Context: an optimization exercise on an open-source flow, tuned for small area, a short achievable clock period and few clock cycles. The choices shown serve that exercise and are no tape-out recipe.
RTL that was checked went through simulation tests only; none was proved equivalent to the original.

## north
// frm_pack
module frm_pack (
    input  wire        clk,
    input  wire        rst,
    input  wire        start,
    input  wire [7:0]  ft,
    input  wire [7:0]  sub,
    input  wire [15:0] cmd,          
    input  wire [7:0]  dlen,
    input  wire [11:0] plen,         
    output wire        idle,
    input  wire        pi_valid,
    output wire        pi_ready,
    input  wire [3:0]  pi_count,
    input  wire [63:0] pi_data,      
    output wire        fo_valid,
    input  wire        fo_ready,
    output wire [28:0] fo_id,
    output wire [3:0]  fo_len,
    output wire [63:0] fo_data,      
    output wire        done,
    output wire [7:0]  status,
    output wire [7:0]  subcode
);
    localparam [7:0]  HOST_ID  = 8'h08;
    localparam [11:0] MAX_PLEN = 12'd2034;    
    localparam [15:0] HDR_INIT = 16'h427B;
    reg         act;         
    reg         idle_r;
    reg         done_r;      
    reg         lastf;       
    reg         refused;
    reg         pir;         
    reg         fv;          
    reg  [7:0]  op_sub;
    reg         op_multi;
    reg  [7:0]  fcnt;        
    reg  [63:0] F;
    reg  [3:0]  f;
    reg  [31:0] Q;
    reg  [2:0]  q;
    reg  [63:0] R;
    reg  [3:0]  r;
    reg  [2:0]  rp;
    reg  [11:0] rem;         
    reg  [1:0]  tc;          
    reg  [15:0] crc;
    reg  [2:0]  cm;          
    assign done     = done_r | (lastf & fo_ready);
    assign idle     = idle_r | (lastf & fo_ready);
    assign pi_ready = pir;
    assign fo_valid = fv;
    assign fo_id    = {HOST_ID, op_sub, op_multi, fcnt, 4'hF};
    assign fo_len   = f;
    assign fo_data  = F;
    assign status   = {8{refused}};
    assign subcode  = {6'd0, refused, refused};
    wire        take    = pi_valid & pir;
    wire        begin_op = start & idle;
    wire [15:0] crc_fix;
    crc16_corr u_corr (.c(crc), .m(cm), .o(crc_fix));
    reg  [63:0] mask;
    integer j;
    always @(*) begin
        for (j = 0; j < 8; j = j + 1)
            mask[63 - 8 * j -: 8] = {8{pi_count > j}};
    end
    wire [15:0] f8_c = pir ? crc : HDR_INIT;
    wire [63:0] f8_d = pir ? (pi_data & mask) : {24'd0, ft, sub, cmd, dlen};
    wire [15:0] f8_o;
    crc16_f8 u_f8 (.c(f8_c), .d(f8_d), .o(f8_o));
    wire        send    = fv & fo_ready;
    wire        last    = lastf & fo_ready;
  ...
Size: roughly 1700 cells after synthesis, ~0.017 mm² of cells after synthesis.
==> module frm_pack, before the edit <==
module frm_pack (
    input  wire        clk,
    input  wire        rst,
    input  wire        start,
    input  wire [7:0]  ft,
    input  wire [7:0]  sub,
    input  wire [15:0] cmd,          
    input  wire [7:0]  dlen,
    input  wire [11:0] plen,         
    output wire        idle,
    input  wire        pi_valid,
    output wire        pi_ready,
    input  wire [3:0]  pi_count,
    input  wire [63:0] pi_data,      
    output wire        fo_valid,
    input  wire        fo_ready,
    output wire [28:0] fo_id,
    output wire [3:0]  fo_len,
    output wire [63:0] fo_data,      
    output wire        done,
    output wire [7:0]  status,
    output wire [7:0]  subcode
);
    localparam [7:0]  HOST_ID  = 8'h08;
    localparam [11:0] MAX_PLEN = 12'd2034;    
    localparam [15:0] HDR_INIT = 16'h427B;
    reg         act;         
    reg         idle_r;
    reg         done_r;      
    reg         lastf;       
    reg         refused;
    reg         pir;         
    reg         fv;          
    reg  [7:0]  op_sub;
    reg         op_multi;
    reg  [7:0]  fcnt;        
    reg  [63:0] F;
    reg  [3:0]  f;
    reg  [31:0] Q;
    reg  [2:0]  q;
    reg  [63:0] R;
    reg  [3:0]  r;
    reg  [2:0]  rp;
    reg  [11:0] rem;         
    reg  [1:0]  tc;          
    reg  [15:0] crc;
    reg  [2:0]  cm;          
    assign done     = done_r | (lastf & fo_ready);
    assign idle     = idle_r | (lastf & fo_ready);
    assign pi_ready = pir;
    assign fo_valid = fv;
    assign fo_id    = {HOST_ID, op_sub, op_multi, fcnt, 4'hF};
    assign fo_len   = f;
    assign fo_data  = F;
    assign status   = {8{refused}};
    assign subcode  = {6'd0, refused, refused};
    wire        take    = pi_valid & pir;
    wire        begin_op = start & idle;
    wire [15:0] crc_fix;
    crc16_corr u_corr (.c(crc), .m(cm), .o(crc_fix));
    reg  [63:0] mask;
    integer j;
    always @(*) begin
        for (j = 0; j < 8; j = j + 1)
            mask[63 - 8 * j -: 8] = {8{pi_count > j}};
    end
    wire [15:0] f8_c = pir ? crc : HDR_INIT;
    wire [63:0] f8_d = pir ? (pi_data & mask) : {24'd0, ft, sub, cmd, dlen};
    wire [15:0] f8_o;
    crc16_f8 u_f8 (.c(f8_c), .d(f8_d), .o(f8_o));
    wire        send    = fv & fo_ready;
    wire        last    = lastf & fo_ready;
    wire        free    = send | (f == 4'd0);
    wire [3:0]  f_base  = free ? {1'b0, q} : f;
    wire [2:0]  q_base  = free ? 3'd0 : q;
    wire        fast    = take & (r == 4'd0) & (f_base == 4'd4);
    wire        rload   = take & ~fast;
    wire        ins_r   = (r != 4'd0) & ~f_base[3];
    wire        tail    = act & (rem == 12'd0) & (r == 4'd0) & (q_base == 3'd0)
                          & (tc != 2'd0) & ~f_base[3];
    wire        ins0    = ins_r | tail;
    wire        ins1    = tail & tc[1] & (f_base != 4'd7);
    wire [7:0]  r_byte  = R[63 - 8 * rp -: 8];
    wire [7:0]  h0      = tail ? (tc[1] ? crc_fix[15:8] : crc_fix[7:0]) : r_byte;
    wire [7:0]  h1      = crc_fix[7:0];
    wire [3:0]  cin4    = (pi_count > 4'd4) ? 4'd4 : pi_count;
    reg  [63:0] F_n;
    always @(*) begin
        for (j = 0; j < 8; j = j + 1) begin
            if (ins0 && f_base == j)
                F_n[63 - 8 * j -: 8] = h0;
            else if (ins1 && f_base == j - 1)
                F_n[63 - 8 * j -: 8] = h1;
            else if (fast && j >= 4)
                F_n[63 - 8 * j -: 8] = pi_data[63 - 8 * (j - 4) -: 8];
            else if (free && j < 4)
                F_n[63 - 8 * j -: 8] = Q[31 - 8 * j -: 8];
            else
                F_n[63 - 8 * j -: 8] = F[63 - 8 * j -: 8];
        end
    end
    wire [3:0]  f_n   = f_base + (fast ? cin4 : 4'd0) + {3'd0, ins0} + {3'd0, ins1};
    wire [1:0]  tc_n  = tail ? (tc - {1'b0, ins0} - {1'b0, ins1}) : tc;
    wire [11:0] rem_n = take ? (rem - {8'd0, pi_count}) : rem;
    wire        fv_n  = act & ~last & (f_n[3] | ((tc_n == 2'd0) & (f_n != 4'd0)));
    wire        rem_last = (rem[11:4] == 8'd0) & (rem[3:0] == pi_count);
    wire [12:0] nm1   = {1'b0, plen} + 13'd5;       
    always @(posedge clk) begin
        F <= F_n;
        if (rst) begin
            act     <= 1'b0;
            idle_r  <= 1'b1;
            done_r  <= 1'b0;
            lastf   <= 1'b0;
            pir     <= 1'b0;
            fv      <= 1'b0;
        end else begin
            done_r <= 1'b0;
            if (begin_op) begin
                refused <= (plen > MAX_PLEN);
                done_r  <= (plen > MAX_PLEN);
                act     <= (plen <= MAX_PLEN);
                idle_r  <= (plen > MAX_PLEN);
                pir     <= (plen != 12'd0) & (plen <= MAX_PLEN);
                lastf   <= 1'b0;
                op_sub   <= sub;
                op_multi <= (plen >= 12'd3);
                fcnt     <= nm1[10:3];
                Q        <= {ft, cmd, dlen};
                q        <= 3'd4;
                f        <= 4'd0;
                r        <= 4'd0;
                rem      <= plen;
                tc       <= 2'd2;
                crc      <= f8_o;
                cm       <= 3'd0;
                fv       <= 1'b0;
            end else begin
                if (last) begin
                    act    <= 1'b0;
                    idle_r <= 1'b1;
                end
                if (send)
                    fcnt <= fcnt - 8'd1;
                lastf <= fv_n & (send ? (fcnt == 8'd1) : (fcnt == 8'd0));
                f   <= f_n;
                tc  <= tc_n;
                rem <= rem_n;
                fv  <= fv_n;
                if (fast) begin
                    Q <= pi_data[31:0];
                    q <= (pi_count > 4'd4) ? pi_count[2:0] - 3'd4 : 3'd0;
                end else begin
                    q <= q_base;
                end
                if (rload) begin
                    R  <= pi_data;
                    r  <= pi_count;
                    rp <= 3'd0;
                end else if (ins_r) begin
                    r  <= r - 4'd1;
                    rp <= rp + 3'd1;
                end
                if (take) begin
                    crc <= f8_o;
                    cm  <= 3'd0 - pi_count[2:0];
                end else begin
                    crc <= crc_fix;
                    cm  <= 3'd0;
                end
                pir <= act & ~last & (take ? (~rem_last & ~rload & pi_count[3])
                                           : ((rem != 12'd0) & (ins_r ? (r == 4'd1) : (r == 4'd0))));
            end
        end
    end
endmodule
Settings: LEC_CHECK=0, CAP_MARGIN=20, CORE_MARGIN=2, CORE_UTILIZATION=40, PLACE_DENSITY=0.6, SETUP_SLACK_MARGIN=5, SLEW_MARGIN=20; clock period 10.0 ns.
run.sh (not shown) runs the stock make flow with config.mk's settings and CLKGATE_MAP_FILE= SYNTH_SCRIPT=/design/flow/synth_recipe.tcl, a recipe that flattens the netlist after the stock synthesis.
north ran to completion and came out clean on the timing, DRC and antenna checks.
Testbench counts of north, summed over its fixed seeds: cycles 13,075.
Inputs modified between north and south:
-- flow/design.v --
<<< north, line 90
    output wire [3:0]  fo_len,
    output wire [63:0] fo_data,      
    output wire        done,
    output wire [7:0]  status,
    output wire [7:0]  subcode
>>> south, line 90
    output wire [3:0]  fo_len,
    output wire [63:0] fo_data,      
    output reg         done,
    output wire [7:0]  status,
    output wire [7:0]  subcode
<<< north, line 99
    reg         act;         
    reg         idle_r;
    reg         done_r;      
    reg         lastf;       
    reg         refused;
    reg         pir;         
>>> south, line 99
    reg         act;         
    reg         idle_r;
    reg         refused;
    reg         pir;         
<<< north, line 118
    reg  [15:0] crc;
    reg  [2:0]  cm;          
    assign done     = done_r | (lastf & fo_ready);
    assign idle     = idle_r | (lastf & fo_ready);
    assign pi_ready = pir;
    assign fo_valid = fv;
>>> south, line 116
    reg  [15:0] crc;
    reg  [2:0]  cm;          
    assign idle     = idle_r;
    assign pi_ready = pir;
    assign fo_valid = fv;
<<< north, line 128
    assign subcode  = {6'd0, refused, refused};
    wire        take    = pi_valid & pir;
    wire        begin_op = start & idle;
    wire [15:0] crc_fix;
    crc16_corr u_corr (.c(crc), .m(cm), .o(crc_fix));
>>> south, line 125
    assign subcode  = {6'd0, refused, refused};
    wire        take    = pi_valid & pir;
    wire        begin_op = start & idle_r;
    wire [15:0] crc_fix;
    crc16_corr u_corr (.c(crc), .m(cm), .o(crc_fix));
<<< north, line 137
            mask[63 - 8 * j -: 8] = {8{pi_count > j}};
    end
    wire [15:0] f8_c = pir ? crc : HDR_INIT;
    wire [63:0] f8_d = pir ? (pi_data & mask) : {24'd0, ft, sub, cmd, dlen};
    wire [15:0] f8_o;
    crc16_f8 u_f8 (.c(f8_c), .d(f8_d), .o(f8_o));
    wire        send    = fv & fo_ready;
    wire        last    = lastf & fo_ready;
    wire        free    = send | (f == 4'd0);
    wire [3:0]  f_base  = free ? {1'b0, q} : f;
>>> south, line 134
            mask[63 - 8 * j -: 8] = {8{pi_count > j}};
    end
    wire [15:0] f8_c = begin_op ? HDR_INIT : crc;
    wire [63:0] f8_d = begin_op ? {24'd0, ft, sub, cmd, dlen} : (pi_data & mask);
    wire [15:0] f8_o;
    crc16_f8 u_f8 (.c(f8_c), .d(f8_d), .o(f8_o));
    wire        send    = fv & fo_ready;
    wire        last    = send & (fcnt == 8'd0);
    wire        free    = send | (f == 4'd0);
    wire [3:0]  f_base  = free ? {1'b0, q} : f;
<<< north, line 175
    wire [1:0]  tc_n  = tail ? (tc - {1'b0, ins0} - {1'b0, ins1}) : tc;
    wire [11:0] rem_n = take ? (rem - {8'd0, pi_count}) : rem;
    wire        fv_n  = act & ~last & (f_n[3] | ((tc_n == 2'd0) & (f_n != 4'd0)));
    wire        rem_last = (rem[11:4] == 8'd0) & (rem[3:0] == pi_count);
    wire [12:0] nm1   = {1'b0, plen} + 13'd5;       
>>> south, line 172
    wire [1:0]  tc_n  = tail ? (tc - {1'b0, ins0} - {1'b0, ins1}) : tc;
    wire [11:0] rem_n = take ? (rem - {8'd0, pi_count}) : rem;
    wire        rem_last = (rem[11:4] == 8'd0) & (rem[3:0] == pi_count);
    wire [12:0] nm1   = {1'b0, plen} + 13'd5;       
<<< north, line 183
            act     <= 1'b0;
            idle_r  <= 1'b1;
            done_r  <= 1'b0;
            lastf   <= 1'b0;
            pir     <= 1'b0;
            fv      <= 1'b0;
        end else begin
            done_r <= 1'b0;
            if (begin_op) begin
                refused <= (plen > MAX_PLEN);
                done_r  <= (plen > MAX_PLEN);
                act     <= (plen <= MAX_PLEN);
                idle_r  <= (plen > MAX_PLEN);
                pir     <= (plen != 12'd0) & (plen <= MAX_PLEN);
                lastf   <= 1'b0;
                op_sub   <= sub;
                op_multi <= (plen >= 12'd3);
>>> south, line 179
            act     <= 1'b0;
            idle_r  <= 1'b1;
            done    <= 1'b0;
            pir     <= 1'b0;
            fv      <= 1'b0;
        end else begin
            done <= 1'b0;
            if (begin_op) begin
                refused <= (plen > MAX_PLEN);
                if (plen > MAX_PLEN) begin
                    done <= 1'b1;
                end else begin
                    act    <= 1'b1;
                    idle_r <= 1'b0;
                    pir    <= (plen != 12'd0);
                end
                op_sub   <= sub;
                op_multi <= (plen >= 12'd3);
<<< north, line 212
                    act    <= 1'b0;
                    idle_r <= 1'b1;
                end
                if (send)
                    fcnt <= fcnt - 8'd1;
                lastf <= fv_n & (send ? (fcnt == 8'd1) : (fcnt == 8'd0));
                f   <= f_n;
                tc  <= tc_n;
                rem <= rem_n;
                fv  <= fv_n;
                if (fast) begin
                    Q <= pi_data[31:0];
>>> south, line 209
                    act    <= 1'b0;
                    idle_r <= 1'b1;
                    done   <= 1'b1;
                end
                if (send)
                    fcnt <= fcnt - 8'd1;
                f   <= f_n;
                tc  <= tc_n;
                rem <= rem_n;
                fv  <= act & ~last & (f_n[3] | ((tc_n == 2'd0) & (f_n != 4'd0)));
                if (fast) begin
                    Q <= pi_data[31:0];
--- outcome ---
The clock tree cell share of total cell area on south is in line with that on north. The critical path launch point comes out fo_ready in one run and crc[2] in the other, namely in south and north respectively. The transition time of the tightest slew-check pin in south sits 0.0031 ns below the value recorded for north. [compare] base=north new=south: DRC violation total after the first TritonRoute iteration fell about 4.4%, synthesized area now sits higher, share of synthesized area occupied by flip-flops and latches now sits lower.
For south, only the layout was checked, not whether the RTL still works.

[afterwards: timing with drivers on the ports]
Ports are ideal in the flow. The routed layouts listed here were re-timed in OpenROAD.
Step 1 assumes that a clkbuf_16 drives the clock port and a buf_2 every other input.
Step 2, shift: input delay + t, output delay - t, t = (earliest + latest rising clock arrival at the registers) / 2. This alone moves slack from input paths to output paths.
Three values: ideal, step 1, step 2; two values: the first two.
run	t (ns)	setup WS [ns]	worst register clock-pin slew, ns	worst slew at a driven data input, ns	cell pins on the clock port's net
north	0.605	5.104 / 5.104 / 4.602	0.07 / 0.07	0.05	1
south	0.625	4.915 / 4.942 / 4.318	0.07 / 0.07	0.05	1
After both steps setup and hold are still met in every run listed. The setup slack of south, which loses most, moves by +0.027 ns with the drivers and by -0.597 ns with both steps.
